Context: an optimization exercise on an open-source flow, tuned for small area, a short achievable clock period and few clock cycles per item. The choices shown serve that exercise and are no tape-out recipe.
No functional check of the RTL was part of any run shown here.
No activity file was given, so power comes from the tool's default toggle rates.

`flow/constraint.sdc`:
```
create_clock -name core_clock -period 14.0 [get_ports {clk}]
set_input_delay 2.8000 -clock core_clock [delete_from_list [all_inputs] [get_ports {clk}]]
set_output_delay 2.8000 -clock core_clock [all_outputs]
set_load 0.01 [all_outputs]
```
`flow/config.mk`:
```
export PLATFORM = sky130hd
export DESIGN_NAME = tcp_engine
export DESIGN_NICKNAME = tcp_engine
export VERILOG_FILES = /design/flow/design.v
export SDC_FILE = /design/flow/constraint.sdc
export NUM_CORES = 4
export LEC_CHECK = 0
export CAP_MARGIN = 20
export CORE_MARGIN = 2
export CORE_UTILIZATION = 40
export PLACE_DENSITY = 0.6
export SLEW_MARGIN = 20
```
`flow/design.v`:
```
module tcp_engine #(
    parameter N = 8                        
) (
    input  wire        clk,
    input  wire        rst,
    input  wire        cmd_valid,
    output wire        cmd_ready,
    input  wire [1:0]  cmd_op,             
    input  wire [31:0] cmd_local_addr,
    input  wire [31:0] cmd_remote_addr,
    input  wire [15:0] cmd_local_port,
    input  wire [15:0] cmd_remote_port,
    input  wire [3:0]  cmd_flags,          
    input  wire [31:0] cmd_seq,
    input  wire [31:0] cmd_ackno,
    input  wire [31:0] cmd_iss,
    output reg         rsp_valid,
    input  wire        rsp_ready,
    output reg  [3:0]  rsp_status,
    output reg         rsp_created,
    output reg  [3:0]  rsp_state,
    output reg  [31:0] rsp_seq,
    output reg  [31:0] rsp_ackno,
    output reg         tx_valid,
    input  wire        tx_ready,
    output reg  [31:0] tx_data,
    output reg         tx_last
);
    localparam CW = $clog2(N + 1);
    localparam OP_GOC = 2'd0, OP_SEG = 2'd1, OP_CLOSE = 2'd2, OP_TIMEOUT = 2'd3;
    localparam ST_OK        = 4'h0, ST_OK_REPLY  = 4'h1, ST_NOMATCH = 4'h2,
               ST_VIOLATION = 4'h3, ST_TABLE_FULL = 4'h7;
    localparam S_CLOSED = 4'd0, S_LISTEN = 4'd1, S_SYNSENT = 4'd2, S_SYNRCVD = 4'd3,
               S_ESTAB = 4'd4, S_FINWAIT1 = 4'd5, S_FINWAIT2 = 4'd6, S_CLOSEWAIT = 4'd7,
               S_CLOSING = 4'd8, S_LASTACK = 4'd9, S_TIMEWAIT = 4'd10;
    integer i;
    reg  [CW-1:0]  cnt;
    reg  [95:0]    e_key [0:N-1];
    reg  [3:0]     e_st  [0:N-1];
    reg  [31:0]    e_seq [0:N-1];
    reg  [31:0]    e_ack [0:N-1];
    reg         c_full;                    
    reg         c_look;                    
    reg  [1:0]  c_op;
    reg  [31:0] c_laddr, c_raddr;
    reg  [15:0] c_lport, c_rport;
    reg  [3:0]  c_flags;
    reg  [31:0] c_seq, c_ackno, c_iss;
    wire [95:0] c_key = {c_laddr, c_raddr, c_rport, c_lport};
    wire f_syn = c_flags[3];
    wire f_ack = c_flags[2];
    wire f_fin = c_flags[1];
    reg          x_go;                     
    reg  [N-1:0] x_rd;                     
    reg  [N-1:0] x_wr;                     
    reg          x_created, x_reply;
    reg  [3:0]   x_status, x_st;
    reg          x_seq_iss, x_seq_ackno;   
    reg          x_ack_seq;                
    reg  [2:0]   x_rflags;                 
    assign cmd_ready = !c_full || x_go;
    wire accept = cmd_valid && cmd_ready;
    reg  [N-1:0] hit;
    reg  [3:0]   h_st;
    reg  [31:0]  h_seq;
    always @(*) begin
        h_st = 4'd0; h_seq = 32'd0;
        for (i = 0; i < N; i = i + 1) begin
            hit[i] = (i < cnt) && (e_key[i] == c_key);
            h_st  = h_st  | ({4{hit[i]}}  & e_st[i]);
            h_seq = h_seq | ({32{hit[i]}} & e_seq[i]);
        end
    end
    wire         l_hit  = |hit;
    wire         l_full = !l_hit && (cnt == N);
    wire         l_new  = !l_hit && !l_full;
    wire [3:0]   l_st   = l_hit ? h_st : (l_full ? S_CLOSED : S_LISTEN);
    wire [31:0]  ackno_m1 = c_ackno - 32'd1;
    wire         l_t3ok = l_hit && (ackno_m1 == h_seq);
    reg [N-1:0] free_oh;
    always @(*) for (i = 0; i < N; i = i + 1) free_oh[i] = (cnt == i);
    reg  [3:0]  l_status, l_nst;
    reg         l_seq_iss, l_seq_ackno, l_ack_seq;
    reg  [2:0]  l_rflags;
    always @(*) begin
        l_status = ST_NOMATCH; l_nst = l_st;
        l_seq_iss = 1'b0; l_seq_ackno = 1'b0; l_ack_seq = 1'b0;
        l_rflags = 3'b000;
        case (c_op)
            OP_GOC: l_status = ST_OK;
            OP_SEG: begin
                if (f_syn && l_st != S_LISTEN && l_st != S_SYNSENT) begin
                    l_status = ST_VIOLATION;
                end else begin
                    case (l_st)
                        S_LISTEN: if (f_syn && !f_ack) begin                   
                            l_status = ST_OK_REPLY; l_nst = S_SYNRCVD;
                            l_seq_iss = 1'b1; l_ack_seq = 1'b1; l_rflags = 3'b110;
                        end
                        S_SYNSENT: if (f_syn && f_ack) begin                   
                            l_status = ST_OK_REPLY; l_nst = S_ESTAB;
                            l_seq_ackno = 1'b1; l_ack_seq = 1'b1; l_rflags = 3'b010;
                        end
                        S_SYNRCVD: if (f_ack && l_t3ok) begin                  
                            l_status = ST_OK; l_nst = S_ESTAB; l_seq_ackno = 1'b1;
                        end
                        S_ESTAB: if (f_fin) begin                               
                            l_status = ST_OK_REPLY; l_nst = S_CLOSEWAIT;
                            l_ack_seq = 1'b1; l_rflags = 3'b010;
                        end
                        S_FINWAIT1: if (f_fin) begin                            
                            l_status = ST_OK_REPLY; l_nst = S_CLOSING;
                            l_ack_seq = 1'b1; l_rflags = 3'b010;
                        end else if (f_ack) begin                               
                            l_status = ST_OK; l_nst = S_FINWAIT2; l_seq_ackno = 1'b1;
                        end
                        S_FINWAIT2: if (f_fin) begin                            
                            l_status = ST_OK_REPLY; l_nst = S_TIMEWAIT;
                            l_ack_seq = 1'b1; l_rflags = 3'b010;
                        end
                        S_CLOSING: if (f_ack) begin                             
                            l_status = ST_OK; l_nst = S_TIMEWAIT; l_seq_ackno = 1'b1;
                        end
                        S_LASTACK: if (f_ack) begin                             
                            l_status = ST_OK; l_nst = S_CLOSED; l_seq_ackno = 1'b1;
                        end
                        default: ;
                    endcase
                end
            end
            OP_CLOSE: begin
                if (l_st == S_ESTAB) begin                                      
                    l_status = ST_OK_REPLY; l_nst = S_FINWAIT1; l_rflags = 3'b001;
                end else if (l_st == S_CLOSEWAIT) begin                         
                    l_status = ST_OK_REPLY; l_nst = S_LASTACK; l_rflags = 3'b001;
                end
            end
            OP_TIMEOUT: begin
                if (l_st == S_TIMEWAIT) begin                                   
                    l_status = ST_OK; l_nst = S_CLOSED;
                end
            end
        endcase
        if (l_full) begin
            l_status = ST_TABLE_FULL; l_nst = S_CLOSED;
            l_seq_iss = 1'b0; l_seq_ackno = 1'b0; l_ack_seq = 1'b0; l_rflags = 3'b000;
        end
    end
    wire l_reply = (l_status == ST_OK_REPLY);
    reg  [31:0] t_seq, t_ack;
    always @(*) begin
        t_seq = 32'd0; t_ack = 32'd0;
        for (i = 0; i < N; i = i + 1) begin
            t_seq = t_seq | ({32{x_rd[i]}} & e_seq[i]);
            t_ack = t_ack | ({32{x_rd[i]}} & e_ack[i]);
        end
    end
    wire [31:0] seq_p1 = c_seq + 32'd1;
    wire [31:0] w_seq = x_seq_iss ? c_iss : x_seq_ackno ? c_ackno : 32'd0;
    wire [31:0] w_ack = x_ack_seq ? seq_p1 : 32'd0;
    wire        w_seq_en = x_seq_iss || x_seq_ackno || x_created;
    wire        w_ack_en = x_ack_seq || x_created;
    wire [31:0] n_seq = (x_seq_iss || x_seq_ackno) ? w_seq : t_seq;
    wire [31:0] n_ack = x_ack_seq ? seq_p1 : t_ack;
    reg         f_pend;                    
    reg  [31:0] f_w [0:4];                 
    reg  [2:0]  f_fl;                      
    reg  [10:0] pos;                       
    reg  [2:0]  s_fl;                      
    reg  [19:0] acc;                       
    wire f_busy = f_pend || (|pos[7:0]) || (x_go && x_reply);
    function [15:0] cksum;
        input [19:0] s;
        reg   [16:0] t;
        begin
            t = {1'b0, s[15:0]} + {13'd0, s[19:16]};
            t = {1'b0, t[15:0]} + {16'd0, t[16]};
            cksum = ~t[15:0];
        end
    endfunction
    function [7:0] flag_byte;
        input [2:0] rf;
        flag_byte = {3'b000, rf[1], 1'b0, 1'b0, rf[2], rf[0]};
    endfunction
    wire        adv   = !tx_valid || tx_ready;
    wire        cont  = |pos[9:0];             
    wire        start = !cont && f_pend;       
    wire [31:0] nw = ({32{start}}  & 32'h0000_0800)
                   | ({32{pos[0]}} & 32'h4500_0028)
                   | ({32{pos[2]}} & {16'h4006, cksum(acc)})
                   | ({32{|pos[7:3]}} & f_w[0])
                   | ({32{pos[8]}} & {8'h50, flag_byte(s_fl), 16'h0400})
                   | ({32{pos[9]}} & {cksum(acc), 16'h0000});
    wire [19:0] a_in = start ? 20'h0852E : acc;
    wire [19:0] a_x  = ({20{start | |pos[7:5]}} & {4'd0, f_w[0][31:16]})
                     | ({20{pos[0]}} & {4'd0, f_w[1][31:16]})
                     | ({20{pos[2]}} & 20'hFCEEC);
    wire [15:0] a_y  = ({16{start | |pos[7:5]}} & f_w[0][15:0])
                     | ({16{pos[0]}} & f_w[1][15:0])
                     | ({16{pos[2]}} & {8'd0, flag_byte(s_fl)});
    wire        a_en = start || pos[0] || pos[2] || (|pos[7:5]);
    wire rsp_hold  = rsp_valid && !rsp_ready;
    wire c_full_n  = accept || (c_full && !x_go);
    wire c_look_n  = accept;
    wire reply_n   = c_look ? l_reply : x_reply;
    wire x_go_n    = c_full_n && !c_look_n && !rsp_hold && !(reply_n && f_busy);
    always @(posedge clk) begin
        if (rst) begin
            c_full    <= 1'b0;
            c_look    <= 1'b0;
            x_go      <= 1'b0;
            cnt       <= {CW{1'b0}};
            rsp_valid <= 1'b0;
            tx_valid  <= 1'b0;
            tx_last   <= 1'b0;
            pos       <= 11'd0;
            f_pend    <= 1'b0;
        end else begin
            c_full <= c_full_n;
            c_look <= c_look_n;
            x_go   <= x_go_n;
            if (c_look && l_new) cnt <= cnt + 1'b1;
            if (x_go) rsp_valid <= 1'b1;
            else if (rsp_ready) rsp_valid <= 1'b0;
            if (x_go && x_reply) f_pend <= 1'b1;
            else if (adv && start) f_pend <= 1'b0;
            if (adv) begin
                pos      <= {pos[9:0], start};
                tx_valid <= cont || start;
                tx_last  <= pos[9];
            end
        end
        if (accept) begin
            c_op    <= cmd_op;
            c_laddr <= cmd_local_addr;
            c_raddr <= cmd_remote_addr;
            c_lport <= cmd_local_port;
            c_rport <= cmd_remote_port;
            c_flags <= cmd_flags;
            c_seq   <= cmd_seq;
            c_ackno <= cmd_ackno;
            c_iss   <= cmd_iss;
        end
        if (c_look) begin
            for (i = 0; i < N; i = i + 1)
                if (free_oh[i]) e_key[i] <= c_key;
            x_rd        <= hit;
            x_wr        <= l_hit ? hit : (l_full ? {N{1'b0}} : free_oh);
            x_created   <= l_new;
            x_reply     <= l_reply;
            x_status    <= l_status;
            x_st        <= l_nst;
            x_seq_iss   <= l_seq_iss;
            x_seq_ackno <= l_seq_ackno;
            x_ack_seq   <= l_ack_seq;
            x_rflags    <= l_rflags;
        end
        if (x_go) begin
            for (i = 0; i < N; i = i + 1)
                if (x_wr[i]) begin
                    e_st[i] <= x_st;
                    if (w_seq_en) e_seq[i] <= w_seq;
                    if (w_ack_en) e_ack[i] <= w_ack;
                end
            rsp_status  <= x_status;
            rsp_created <= x_created;
            rsp_state   <= x_st;
            rsp_seq     <= n_seq;
            rsp_ackno   <= n_ack;
        end
        if (x_go && x_reply) begin
            f_w[0] <= c_laddr;
            f_w[1] <= c_raddr;
            f_w[2] <= {c_lport, c_rport};
            f_w[3] <= n_seq;
            f_w[4] <= n_ack;
            f_fl   <= x_rflags;
        end else if (adv && (|pos[7:3])) begin
            f_w[0] <= f_w[1];
            f_w[1] <= f_w[2];
            f_w[2] <= f_w[3];
            f_w[3] <= f_w[4];
        end
        if (adv) begin
            tx_data <= nw;
            if (start) s_fl <= f_fl;
            if (a_en)  acc  <= a_in + a_x + {4'd0, a_y};
        end
    end
endmodule
```
`flow/run.sh`:
```
#!/bin/bash
# synth_recipe.tcl (not shown) runs the flow's synth.tcl, then flattens the netlist and writes it again
# the make line also repeats each setting of config.mk as NAME=value (left out here)
make -C /OpenROAD-flow-scripts/flow DESIGN_CONFIG=/design/flow/config.mk WORK_HOME=/design/flow/orfs CLKGATE_MAP_FILE= SYNTH_SCRIPT=/design/flow/synth_recipe.tcl finish
```
==> results.yml, run 1 <==
detailed_routing:
  route.vias.total: 48400
  drtIter0Drc: 6321
  drtAntennaViolNets: 0
  drcViolationCount: 0
  dr.pass1.iters: 7
  vias_per_cell: 5.83
  wire_per_inst_um: 29.5
  wirelength_um: 245000
finish:
  drive_gt1_share_pct: 9.88
  fin_nets: 5868
  nFillCells: 16500
  area_growth_pct: 16.5
placed_design:
  place_congestion: 0.943
  port_buffers: 309
  hpwlAfterDp_um: 152000
synthesis:
  yosys.cell_types.count: 80
  syn_avg_cell_area_um2: 14.9
  synth_area_leader_cell: "edfxtp_1"
  synthTopCellsByCount: "1829 x edfxtp_1, 514 x xnor2_1, 377 x nand2_1"
  synth.area.top_cells: "edfxtp_1 71%, xnor2_1 5.8%, xor2_1 2.7%, a22oi_1 2.5%, nand2_1 1.8%"
  async_flop_share_pct: 0
  yosysWarnings: 6
  synth.most_common_cell: "edfxtp_1"
  ys_ff_latch: 1851
  synth_top_area_share_pct: 70.7
  synth_nets: 5467
  syn_area_mm2: 0.0777
  seq_area_frac_synth_pct: 71.2
  synthCells: 5214
  ys.flop_type: "edfxtp_1"
  synth_edf_count: 1829
power_and_ir_drop:
  finalPower_mw: 12.0
  leakage_nw: 29.6
  ir_drop_v: 0.000110
  p_per_area_mw_per_mm2: 132
setup_path:
  critical_path.max_fanout: 34
  r2r-start: "c_laddr[5]"
  required_ns: 14.64
  cp_slowest_cell: "nor4_1"
  crit_chain: "buf_4 -> xnor2_1 -> nand4_1 -> nor4_1 -> nand4_1 -> nor3_4 -> buf_4 -> a22oi_1 -> and4_1 -> nor4_1 -> nand4_1 -> or4_4 -> a2111oi_4 -> o31ai_1 -> o31a_1 -> o32ai_2 -> a2111oi_1"
  ff2ff_path_depth: 17
  cp-end-kind: "register"
  reg2reg_slack_ns: 6.78
  rr_endpoint: "x_go"
  crit_path_frequent_cell: "nand4_1"
  worst_ep_arrival_time_ns: 7.87
  critPathMaxStageDelay_ns: 0.94
  startpoint_type: "register"
  critical_path_class: "reg -> reg"
worst_hold_path:
  hp-class: "reg -> reg"
  min_from: "f_fl[0]"
  min_path_cells: 0
  min_to: "s_fl[0]"
clocking:
  clockBufferDepth: 3
  cts_resized: 0
  post_cts.repair.setup_buffers: 0
  cts_hold_buffers: 0
  clk-insertion-delay-late_ns: 0.87
  htree_levels: 4
  cts_inserted_buffers: 191
  root_buffer: "clkbuf_16"
  cts_num_sinks: 1851
  cts_tree: "done"
  clkTransAtPathRegs_ns: 0.06
floorplanning:
  dieArea_mm2: 0.198
  die_x_um: 445
  start_util_pct: 40.3
  die_y_um: 445
  core_mm2: 0.193
  rows: 161
  io_pins: 312
grt:
  overflow: 0
  first_global_vias: 46800
  grt_max_degree: 81
  grt_pass1_wl_um: 344000
  antenna_found_initial: 18
  grtUsageTotal_pct: 24.3
sta:
  final.setup.tns_ns: 0
  fin_skew_ns: 0.0590
  max_freq_ghz: 0.138
  fin_crit_ns: 7.22
  hold_viol_final: 0
  rsz0062_at_grt: "no"
  worstMarginPinSlew_ns: 1.20
  period_share_pct: 51.6
  setup_viol: 0
  drv_slew: 0
  slew_headroom_pct: 19.5
outcome:
  status: "no timing/DRC/antenna violations"
flow_run:
  maxCapViolCount: 0
[state kept, by name, indices dropped and copies added, names as in the netlist, 4 cells and up]
| name | flops |
|---|---|
| acc | 20 |
| c_ackno | 32 |
| c_iss | 32 |
| c_laddr | 32 |
| c_lport | 16 |
| c_raddr | 32 |
| c_rport | 16 |
| c_seq | 32 |
| cnt | 4 |
| e_ack | 256 |
| e_key | 768 |
| e_seq | 256 |
| e_st | 32 |
| f_w | 160 |
| pos | 10 |
| rsp_ackno | 32 |
| rsp_seq | 32 |
| rsp_state | 4 |
| tx_data | 32 |
| x_rd | 8 |
| x_st | 4 |
| x_wr | 8 |
[how the worst max path moves through the flow]
stage               start     endpoint  slack [ns]  depth (start not counted)
4_1_cts        c_laddr[5]         x_go        6.87                         17
5_1_grt            pos[5]      acc[19]        6.33                         28
3_5_place_dp   c_laddr[5]         x_go        6.92                         17
3_3_place_gp   c_laddr[5]         x_go        6.94                         17
6_report       c_laddr[5]         x_go        6.78                         17
2_1_floorplan      c_look  e_key[5][0]        4.90                          3
[critical path: cells and delay by family (launching register included)]
family / cells / cell delay, ns
buffers and inverters: 2 / 0.91
flip-flops: 1 / 0.74
AO/OA/AOI/OAI: 6 / 1.87
XOR/XNOR: 1 / 0.15
AND/OR/NAND/NOR: 8 / 3.32
[logic make-up (layout without fill, tap and decap cells)]
| family | Yosys count | after routing | share of synthesized area [%] |
|---|---|---|---|
| AO/OA/AOI/OAI | 817 | 817 | 7.82 |
| XOR/XNOR | 753 | 753 | 8.48 |
| adder cells (fa/ha/maj) | 52 | 52 | 1.00 |
| buffers and inverters | 456 | 1013 | 2.41 |
| flip-flops | 1851 | 1851 | 71.2 |
| multiplexers | 60 | 60 | 0.864 |
| other | 1 | 3 | 0.00482 |
| AND/OR/NAND/NOR | 1224 | 1224 | 8.19 |
[report_power, final]
part	total (mW)	internal (mW)	switching [mW]
clock	5.03	2.82	2.21
combinational	0.675	0.216	0.458
sequential	6.28	6.22	0.0628
[routing by layer]
metal	global-route usage (%)	wire length, um	vias up	share of wire, %
li1	-	-	20700	-
met1	33.4	98100	24500	40
met5	0	0	-	0
met2	38.0	113000	2704	46
met4	10.4	11100	0	4.5
met3	4.24	23300	470	9.5
[area by class of cell]
cell class | instances | area [um2] | area share, %
Timing Repair Buffer | 488 | 4460 | 4.92
Antenna cell | 2 | 5.00 | 0.00553
Clock inverter | 125 | 1290 | 1.42
Clock buffer | 224 | 4900 | 5.41
Inverter | 176 | 663 | 0.732
Sequential cell | 1851 | 55400 | 61.1
Multi-Input combinational cell | 2907 | 20700 | 22.9
Tap cell | 2526 | 3160 | 3.49
[placed cells by master (no fill, tap or decap), drive strengths merged, types with 11 or more instances in the layout]
cell and instances:
edfxtp 1829, xnor2 514, nand2 377, clkdlybuf4s50 309, a22oi 256, xor2 239, clkbuf 224, inv 182
buf 179, nand4 166, nor2 130, a21oi 106, o21ai 104, nor3 102, nor4 98, clkinv 96
nand2b 95, nor2b 87, nand3 61, a22o 58, mux2 57, a222oi 46, a41oi 32, ha 32
a221oi 30, o2111ai 30, a2111oi 27, dfxtp 22, and3 22, a221o 20, o22ai 20, fa 18
and2 17, or3 16, and4 16, bufinv 16, a2111o 13, a31oi 13, a21o 11
[metrics by stage]
| step | hold slack (ns) | instances | worst slack (ns) | util (%) | area, um2 |
|---|---|---|---|---|---|
| final | 0.417 | 8299 | 6.78 | 47.0 | 90600 |
| after detailed placement | 0.405 | 7947 | 6.92 | 43.8 | 84400 |
| after CTS | 0.417 | 8296 | 6.87 | 47.0 | 90500 |
| after floorplan | 0.400 | 5214 | 4.90 | - | 77700 |
| after global placement | 0.405 | 7947 | 6.94 | 43.8 | 84300 |
| after global routing | 0.427 | 8298 | 6.33 | 47.0 | 90600 |
==> inputs of run 2 (changes only) <==
==> flow/flow/run.sh (new file) <==
#!/bin/bash
# Standard ORFS layout, with repair_timing aiming well below the clock period.
set -uo pipefail
bash standard.sh SETUP_SLACK_MARGIN=${MARGIN:-9.5} finish > make_finish.log 2>&1
==> flow/standard.sh (new file) <==
#!/bin/bash
# synth_recipe.tcl (not shown) runs the flow's synth.tcl, then flattens the netlist and writes it again
# the make line also repeats each setting of config.mk as NAME=value (left out here)
make -C /OpenROAD-flow-scripts/flow DESIGN_CONFIG=/design/flow/config.mk WORK_HOME=/design/flow/orfs CLKGATE_MAP_FILE= SYNTH_SCRIPT=/design/flow/synth_recipe.tcl "${@:-finish}"
removed: flow/run.sh
==> results.yml, run 2 <==
setup_path:
  required_ns: 14.77
  critical_path.max_fanout: 15
  cp-end-kind: "register"
  critPathMaxStageDelay_ns: 0.51
  cp_slowest_cell: "or4_4"
  crit_chain: "buf_6 -> inv_1 -> a221o_1 -> nor4_2 -> nand4_1 -> nor3_4 -> clkbuf_16 -> a22oi_2 -> and4_1 -> nor4_4 -> nand4_1 -> or4_4 -> a2111oi_4 -> buf_6 -> o31ai_4 -> o31a_1 -> o32ai_2 -> buf_4 -> buf_4"
  cp_top_family: "simple AND/OR/NAND/NOR gates"
  timing.critical_path.buf_inv: 6
  critical_path_class: "reg -> reg"
  critPathLaunch: "c_raddr[4]"
  startpoint_type: "register"
  r2r-start: "c_raddr[4]"
  worst_ep_arrival_time_ns: 6.06
synthesis:
  synthCells: 5214
  ys_ff_latch: 1851
  muxShareOfSynthArea_pct: 0.864
  yosysWarnings: 6
  async_flop_share_pct: 0
  synth.area.top_cells: "edfxtp_1 71%, xnor2_1 5.8%, xor2_1 2.7%, a22oi_1 2.5%, nand2_1 1.8%"
  synth_compound_area_share_pct: 7.82
  yosys.cell_types.count: 80
  syn_area_mm2: 0.0777
  synthXorXnorAreaFrac_pct: 8.48
  synth.most_common_cell: "edfxtp_1"
  synthTopCellsByCount: "1829 x edfxtp_1, 514 x xnor2_1, 377 x nand2_1"
  seq_area_frac_synth_pct: 71.2
  synth-simple-area-share_pct: 8.19
  syn_avg_cell_area_um2: 14.9
  synth_area_leader_cell: "edfxtp_1"
  synth_nets: 5467
  synth_edf_count: 1829
  ys.flop_type: "edfxtp_1"
  synth_top_family_by_area: "XOR/XNOR gates"
  synthAdderAreaFrac_pct: 1.00
  synth_top_area_share_pct: 70.7
detailed_routing:
  dr_wl_met2_um: 118000
  route.vias.total: 50300
  dr.pass1.iters: 8
  wl_met3_um: 27700
  drtIter0Drc: 6686
  highest_layer: "met5"
  met1_length_um: 102000
  drcViolationCount: 0
  wire_per_inst_um: 30.4
  vias_per_cell: 5.84
  wirelength_um: 261000
  drtAntennaViolNets: 0
finish:
  largest_reg_flops: 768
  nFillCells: 16100
  area_growth_pct: 22.8
  drive_gt1_share_pct: 17.1
  fin_nets: 6178
  layout_commonest_cell: "edfxtp_1"
  regMostFlops: "e_key"
  reg_top3: "e_key x768, e_ack x256, e_seq x256"
  final_cell_mix: "1829 x edfxtp_1, 494 x xnor2_1, 372 x nand2_1"
clocking:
  htree_levels: 4
  clockBufferDepth: 3
  clk-insertion-delay-late_ns: 0.87
  cts_inserted_buffers: 193
  cts_tree: "done"
  cts_hold_buffers: 0
  root_buffer: "clkbuf_16"
  clkTransAtPathRegs_ns: 0.06
  cts_num_sinks: 1851
grt:
  grt_max_degree: 129
  first_global_vias: 48000
  antenna_found_initial: 9
  grtUsageTotal_pct: 25.7
  overflow: 0
  grt_pass1_wl_um: 361000
sta:
  fin_crit_ns: 5.30
  hold_viol_final: 0
  final.setup.tns_ns: 0
  fin_skew_ns: 0.0624
  fin_ws_ns: 8.70
  worstMarginPinSlew_ns: 1.26
  period_share_pct: 37.8
  rsz0062_at_grt: "yes"
  holdWs_ns: 0.418
  drv_slew: 0
  setup_viol: 0
  slew_headroom_pct: 16.1
  max_freq_ghz: 0.189
floorplanning:
  dieArea_mm2: 0.198
  io_pins: 312
  die_x_um: 445
  core_mm2: 0.193
  die_y_um: 445
  start_util_pct: 40.3
  rows: 161
placed_design:
  place_congestion: 0.930
  port_buffers: 309
  hpwlAfterDp_um: 154000
  dpl_worst_slack_ns: 7.10
power_and_ir_drop:
  p_comb_share_pct: 6.6
  switching_share_pct: 23.1
  ir_drop_v: 0.000132
  p_int_mw: 9.27
  p_switching_mw: 2.79
  pwr-share-clk_pct: 41.4
  power_frac_seq_pct: 52.1
  leakage_nw: 32.2
  p_per_area_mw_per_mm2: 126
worst_hold_path:
  hp-class: "reg -> reg"
  min_from: "x_rflags[0]"
outcome:
  status: "no timing/DRC/antenna violations"
flow_run:
  maxCapViolCount: 0
run 2: cell counts after synthesis:
Identical to the previous run, type by type.
run 2: cell families after synthesis:
group,Yosys count
flops,1851
simple gates,1224
compound gates,817
xor+xnor,753
buf+inv,456
mux,60
fa+ha+maj,52
other cells,1
run 2: layout make-up:
type / instances / area, um2 / area share, %
Timing Repair Buffer: 793 / 8260 / 8.65
Multi-Input combinational cell: 2910 / 21800 / 22.9
Clock buffer: 244 / 5030 / 5.27
Clock inverter: 106 / 1060 / 1.11
Antenna cell: 3 / 7.51 / 0.00787
Tap cell: 2526 / 3160 / 3.31
Inverter: 176 / 689 / 0.722
Sequential cell: 1851 / 55400 / 58.0
run 2: final timing paths:
check / end / slack (ns) / cells after the start
max reg2reg: x_reply / 8.70 / 19
min: f_fl[0] / 0.42 / 0
max: x_reply / 8.70 / 19
min reg2reg: f_fl[0] / 0.42 / 0
run 2: metal layers:
metal | GRT usage (%) | vias up
li1 | - | 21300
met1 | 35.3 | 25300
met2 | 39.6 | 3059
met3 | 5.12 | 565
met4 | 11.6 | 2
met5 | 0 | -
run 2: repair_timing:
action / in CTS / in global routing
gates cloned: 13 / 3
endpoints found under the setup margin: 208 / 62
gates resized for setup: 445 / 131
pin swaps: 92 / 60
setup buffers: 228 / 61
hold endpoints to repair: 0 / 0
run 2: per-stage QoR:
step | instances | instance area [um2] | total power, mW | util [%]
detailed placement | 7950 | 84500 | 7.06 | 43.8
CTS | 8541 | 94200 | 12.1 | 48.9
floorplan | 5214 | 77900 | 6.70 | -
global route | 8607 | 95400 | 12.4 | 49.5
finish | 8609 | 95400 | 12.1 | 49.5
global placement | 7950 | 84500 | 7.06 | 43.8
run 2: power by group through the flow:
stage / clock network (mW) / logic (mW) / registers [mW]
floorplan: 0 / 0.305 / 6.40
global placement: 0 / 0.664 / 6.39
detailed placement: 0 / 0.670 / 6.39
CTS: 5.05 / 0.760 / 6.28
global route: 5.25 / 0.822 / 6.28
finish: 4.99 / 0.792 / 6.28
==> inputs of run 3 (changes only) <==
--- a/flow/design.v
+++ b/flow/design.v
@@ -4,7 +4,7 @@
     input  wire        clk,
     input  wire        rst,
     input  wire        cmd_valid,
-    output wire        cmd_ready,
+    output reg         cmd_ready,
     input  wire [1:0]  cmd_op,             
     input  wire [31:0] cmd_local_addr,
     input  wire [31:0] cmd_remote_addr,
@@ -58,7 +58,6 @@
     reg          x_seq_iss, x_seq_ackno;   
     reg          x_ack_seq;                
     reg  [2:0]   x_rflags;                 
-    assign cmd_ready = !c_full || x_go;
     wire accept = cmd_valid && cmd_ready;
     reg  [N-1:0] hit;
     reg  [3:0]   h_st;
@@ -188,17 +187,22 @@
     wire [31:0] nw = ({32{start}}  & 32'h0000_0800)
                    | ({32{pos[0]}} & 32'h4500_0028)
                    | ({32{pos[2]}} & {16'h4006, cksum(acc)})
-                   | ({32{|pos[7:3]}} & f_w[0])
+                   | ({32{pos[3]}} & f_w[0])
+                   | ({32{pos[4]}} & f_w[1])
+                   | ({32{pos[5]}} & f_w[2])
+                   | ({32{pos[6]}} & f_w[3])
+                   | ({32{pos[7]}} & f_w[4])
                    | ({32{pos[8]}} & {8'h50, flag_byte(s_fl), 16'h0400})
                    | ({32{pos[9]}} & {cksum(acc), 16'h0000});
     wire [19:0] a_in = start ? 20'h0852E : acc;
-    wire [19:0] a_x  = ({20{start | |pos[7:5]}} & {4'd0, f_w[0][31:16]})
-                     | ({20{pos[0]}} & {4'd0, f_w[1][31:16]})
-                     | ({20{pos[2]}} & 20'hFCEEC);
-    wire [15:0] a_y  = ({16{start | |pos[7:5]}} & f_w[0][15:0])
-                     | ({16{pos[0]}} & f_w[1][15:0])
-                     | ({16{pos[2]}} & {8'd0, flag_byte(s_fl)});
-    wire        a_en = start || pos[0] || pos[2] || (|pos[7:5]);
+    wire [31:0] a_w  = ({32{start}}  & f_w[0])
+                     | ({32{pos[0]}} & f_w[1])
+                     | ({32{pos[3]}} & f_w[2])
+                     | ({32{pos[4]}} & f_w[3])
+                     | ({32{pos[5]}} & f_w[4]);
+    wire [19:0] a_x  = pos[2] ? 20'hFCEEC : {4'd0, a_w[31:16]};
+    wire [15:0] a_y  = pos[2] ? {8'd0, flag_byte(s_fl)} : a_w[15:0];
+    wire        a_en = start || pos[0] || pos[2] || pos[3] || pos[4] || pos[5];
     wire rsp_hold  = rsp_valid && !rsp_ready;
     wire c_full_n  = accept || (c_full && !x_go);
     wire c_look_n  = accept;
@@ -207,6 +211,7 @@
     always @(posedge clk) begin
         if (rst) begin
             c_full    <= 1'b0;
+            cmd_ready <= 1'b1;
             c_look    <= 1'b0;
             x_go      <= 1'b0;
             cnt       <= {CW{1'b0}};
@@ -219,6 +224,7 @@
             c_full <= c_full_n;
             c_look <= c_look_n;
             x_go   <= x_go_n;
+            cmd_ready <= !c_full_n || x_go_n;
             if (c_look && l_new) cnt <= cnt + 1'b1;
             if (x_go) rsp_valid <= 1'b1;
             else if (rsp_ready) rsp_valid <= 1'b0;
@@ -230,7 +236,7 @@
                 tx_last  <= pos[9];
             end
         end
-        if (accept) begin
+        if (cmd_ready) begin
             c_op    <= cmd_op;
             c_laddr <= cmd_local_addr;
             c_raddr <= cmd_remote_addr;
@@ -275,11 +281,6 @@
             f_w[3] <= n_seq;
             f_w[4] <= n_ack;
             f_fl   <= x_rflags;
-        end else if (adv && (|pos[7:3])) begin
-            f_w[0] <= f_w[1];
-            f_w[1] <= f_w[2];
-            f_w[2] <= f_w[3];
-            f_w[3] <= f_w[4];
         end
         if (adv) begin
             tx_data <= nw;
==> results.yml, run 3 <==
power_and_ir_drop:
  p_int_mw: 9.55
  p_switching_mw: 3.02
  ir_drop_v: 0.000103
  p_comb_share_pct: 7.9
  switching_share_pct: 24.0
  pwr-share-clk_pct: 41.4
  power_frac_seq_pct: 50.7
  finalPower_mw: 12.6
  leakage_nw: 31.6
  p_per_area_mw_per_mm2: 135
synthesis:
  synth_top_area_share_pct: 70.7
  syn_avg_cell_area_um2: 15.0
  yosysWarnings: 6
  yosys.cell_types.count: 83
  syn_area_mm2: 0.0777
  ys.flop_type: "edfxtp_1"
  synth.area.top_cells: "edfxtp_1 71%, xor2_1 6.5%, a22oi_1 3.1%, xnor2_1 2.2%, nand2_1 1.5%"
  synthCells: 5165
  seq_area_frac_synth_pct: 71.3
  ys_ff_latch: 1852
  synth_edf_count: 1829
  synth.most_common_cell: "edfxtp_1"
  synth_nets: 5418
  synthTopCellsByCount: "1829 x edfxtp_1, 574 x xor2_1, 323 x a22oi_1"
  synth_area_leader_cell: "edfxtp_1"
  async_flop_share_pct: 0
finish:
  reg_top3: "e_key x768, e_ack x256, e_seq x256"
  fin_nets: 5964
  regMostFlops: "e_key"
  largest_reg_flops: 768
  area_growth_pct: 20.0
  nFillCells: 16300
  multi_input_area_mm2: 0.0217
  final_cell_mix: "1829 x edfxtp_1, 573 x xor2_1, 323 x a22oi_1"
  layout_commonest_cell: "edfxtp_1"
  ff_latch_area_mm2: 0.0554
  drive_gt1_share_pct: 14.1
  fin_util_pct: 48.4
clocking:
  cts_tree: "done"
  cts_num_sinks: 1852
  clkTransAtPathRegs_ns: 0.06
  htree_levels: 4
  clockBufferDepth: 3
  root_buffer: "clkbuf_16"
  clk-insertion-delay-late_ns: 0.86
  cts_hold_buffers: 0
  cts_inserted_buffers: 197
floorplanning:
  die_x_um: 445
  start_util_pct: 40.3
  core_mm2: 0.193
  io_pins: 312
  dieArea_mm2: 0.198
  rows: 161
  die_y_um: 445
detailed_routing:
  drcViolationCount: 0
  drtAntennaViolNets: 0
  route.vias.total: 49800
  dr.pass1.iters: 8
  wire_per_inst_um: 31.2
  wirelength_um: 262000
  vias_per_cell: 5.93
  drtIter0Drc: 7111
placed_design:
  port_buffers: 309
  dpl_worst_slack_ns: 7.61
  hpwlAfterDp_um: 160000
  place_congestion: 0.929
grt:
  grt_max_degree: 80
  first_global_vias: 47700
  grt_pass1_wl_um: 362000
  grtUsageTotal_pct: 25.9
  overflow: 0
  antenna_found_initial: 21
sta:
  period_share_pct: 35.9
  max_freq_ghz: 0.199
  fin_ws_ns: 8.98
  worstMarginPinSlew_ns: 1.25
  final.setup.tns_ns: 0
  fin_crit_ns: 5.02
  slew_headroom_pct: 15.7
  fin_skew_ns: 0.0418
  setup_viol: 0
  drv_slew: 0
  rsz0062_at_grt: "yes"
  hold_viol_final: 0
setup_path:
  critical_path.max_fanout: 9
  rr_endpoint: "acc[18]"
  startpoint_type: "register"
  cp-end-kind: "register"
  critical_path_class: "reg -> reg"
  required_ns: 14.57
  worst_ep_arrival_time_ns: 5.60
  r2r-start: "pos[0]"
  critPathMaxStageDelay_ns: 0.46
  cp_slowest_cell: "fa_1"
  reg2reg_slack_ns: 8.98
  ff2ff_path_depth: 25
worst_hold_path:
  min_path_cells: 0
  hp-class: "reg -> reg"
  min_to: "rsp_status[2]"
  min_from: "x_status[2]"
flow_run:
  maxCapViolCount: 0
outcome:
  status: "no timing/DRC/antenna violations"
==> run 3: changes by cell type after synthesis, sizes merged, moves of 36 or more <==
cell,before,now
nor2b,87,129
nand4,166,129
xor2,239,574
nand2,377,321
mux2,57,2
inv,176,107
nor4,98,159
nand3,61,135
xnor2,514,197
o21ai,104,60
a22oi,256,323
a21oi,106,142
nor3,102,47
==> run 3: worst max-delay path, delay by kind of cell, from the launching register on <==
family	cells	cell delay, ns
xor+xnor	1	0.15
buf+inv	2	0.27
flops	1	0.31
compound gates	12	1.78
simple gates	8	1.56
fa+ha+maj	2	0.67
==> run 3: how the worst max path moves through the flow <==
stage | cells past startpoint | slack [ns] | startpoint | endpoint
2_1_floorplan | 28 | 9.11 | pos[2] | acc[17]
3_3_place_gp | 17 | 7.77 | c_raddr[28] | x_go
3_5_place_dp | 17 | 7.61 | c_rport[9] | x_go
4_1_cts | 24 | 9.00 | pos[0] | acc[18]
5_1_grt | 26 | 8.71 | pos[0] | acc[17]
6_report | 25 | 8.98 | pos[0] | acc[18]
==> run 3: repair_timing <==
action | 4_1_cts | 5_1_grt
setup buffers | 79 | 42
cloned | 6 | 2
gates resized for setup | 317 | 112
pin swaps | 79 | 51
endpoints found under the setup margin | 154 | 33
==> run 3: logic make-up (layout without fill, tap and decap cells) <==
kind of cell               Yosys count  count (layout)  synth area share (%)
DFF                               1852            1852                  71.3
and+or+nand+nor                   1233            1235                  8.44
AOI/OAI and AO/OA                  855             856                  8.23
xor gates and xnor gates           771             771                  8.69
buffers and inverters              397            1103                  2.31
adders and majority gates           51              51                 0.992
muxes                                5               5                0.0676
other                                1               7               0.00483
==> run 3: routing by layer <==
layer / vias to the layer above / part of all wire (%) / GRT usage [%]
met5: - / 0.024 / 0
met1: 25300 / 38 / 33.8
met4: 8 / 5.2 / 12.3
li1: 21000 / - / -
met3: 577 / 9.1 / 4.66
met2: 2959 / 47 / 42.0
==> run 3: power groups by stage <==
stage               clock [mW]  combinational (mW)  sequential, mW
finish                    5.21               0.996            6.37
CTS                       5.27               0.965            6.37
floorplan                    0               0.409            6.50
global placement             0               0.925            6.48
detailed placement           0               0.937            6.49
global route              5.49                1.04            6.38
==> run 3: layout make-up <==
type                            instances  share of cell area (%)
Tap cell                             2526                    3.39
Inverter                              109                   0.470
Clock buffer                          240                    5.48
Timing Repair Buffer                  632                    6.54
Clock inverter                        122                    1.40
Antenna cell                            6                  0.0161
Sequential cell                      1852                    59.4
Multi-Input combinational cell       2919                    23.3
==> run 3: metrics by stage <==
| step | cell area [um2] | std cells | hold WS, ns |
|---|---|---|---|
| floorplan | 77800 | 5165 | 0.400 |
| global placement | 84400 | 7907 | 0.406 |
| detailed placement | 84400 | 7908 | 0.410 |
| CTS | 92400 | 8355 | 0.421 |
| global route | 93300 | 8401 | 0.435 |
| finish | 93300 | 8406 | 0.420 |

==> what the ideal ports hide <==
How much do the figures lean on ideal ports? The routed layouts below were timed once more, with nothing changed but the port constraints.
Step 1 sets driving cells, clkbuf_16 on the clock port and buf_2 on the other inputs (assumed; they add their load-dependent delay and slew).
Step 2 adds t to the input delays and takes it off the output delays; t is the mean of the earliest and latest rising clock arrival at the registers after step 1. Input paths then give back, and output paths get back, about the clock's delay inside the block.
a / b / c = no drivers / after step 1 / after step 2; a / b = the first two.
run | t (ns) | setup slack, ns | worst setup path at the end | worst slew at a driven data input, ns
run 1 | 0.927 | 6.776 / 6.776 / 6.776 | register to register | 0.07
run 2 | 0.933 | 8.705 / 8.705 / 8.705 | register to register | 0.08
run 3 | 0.938 | 8.976 / 8.976 / 8.976 | register to register | 0.08
After both steps every run listed still meets setup and hold.
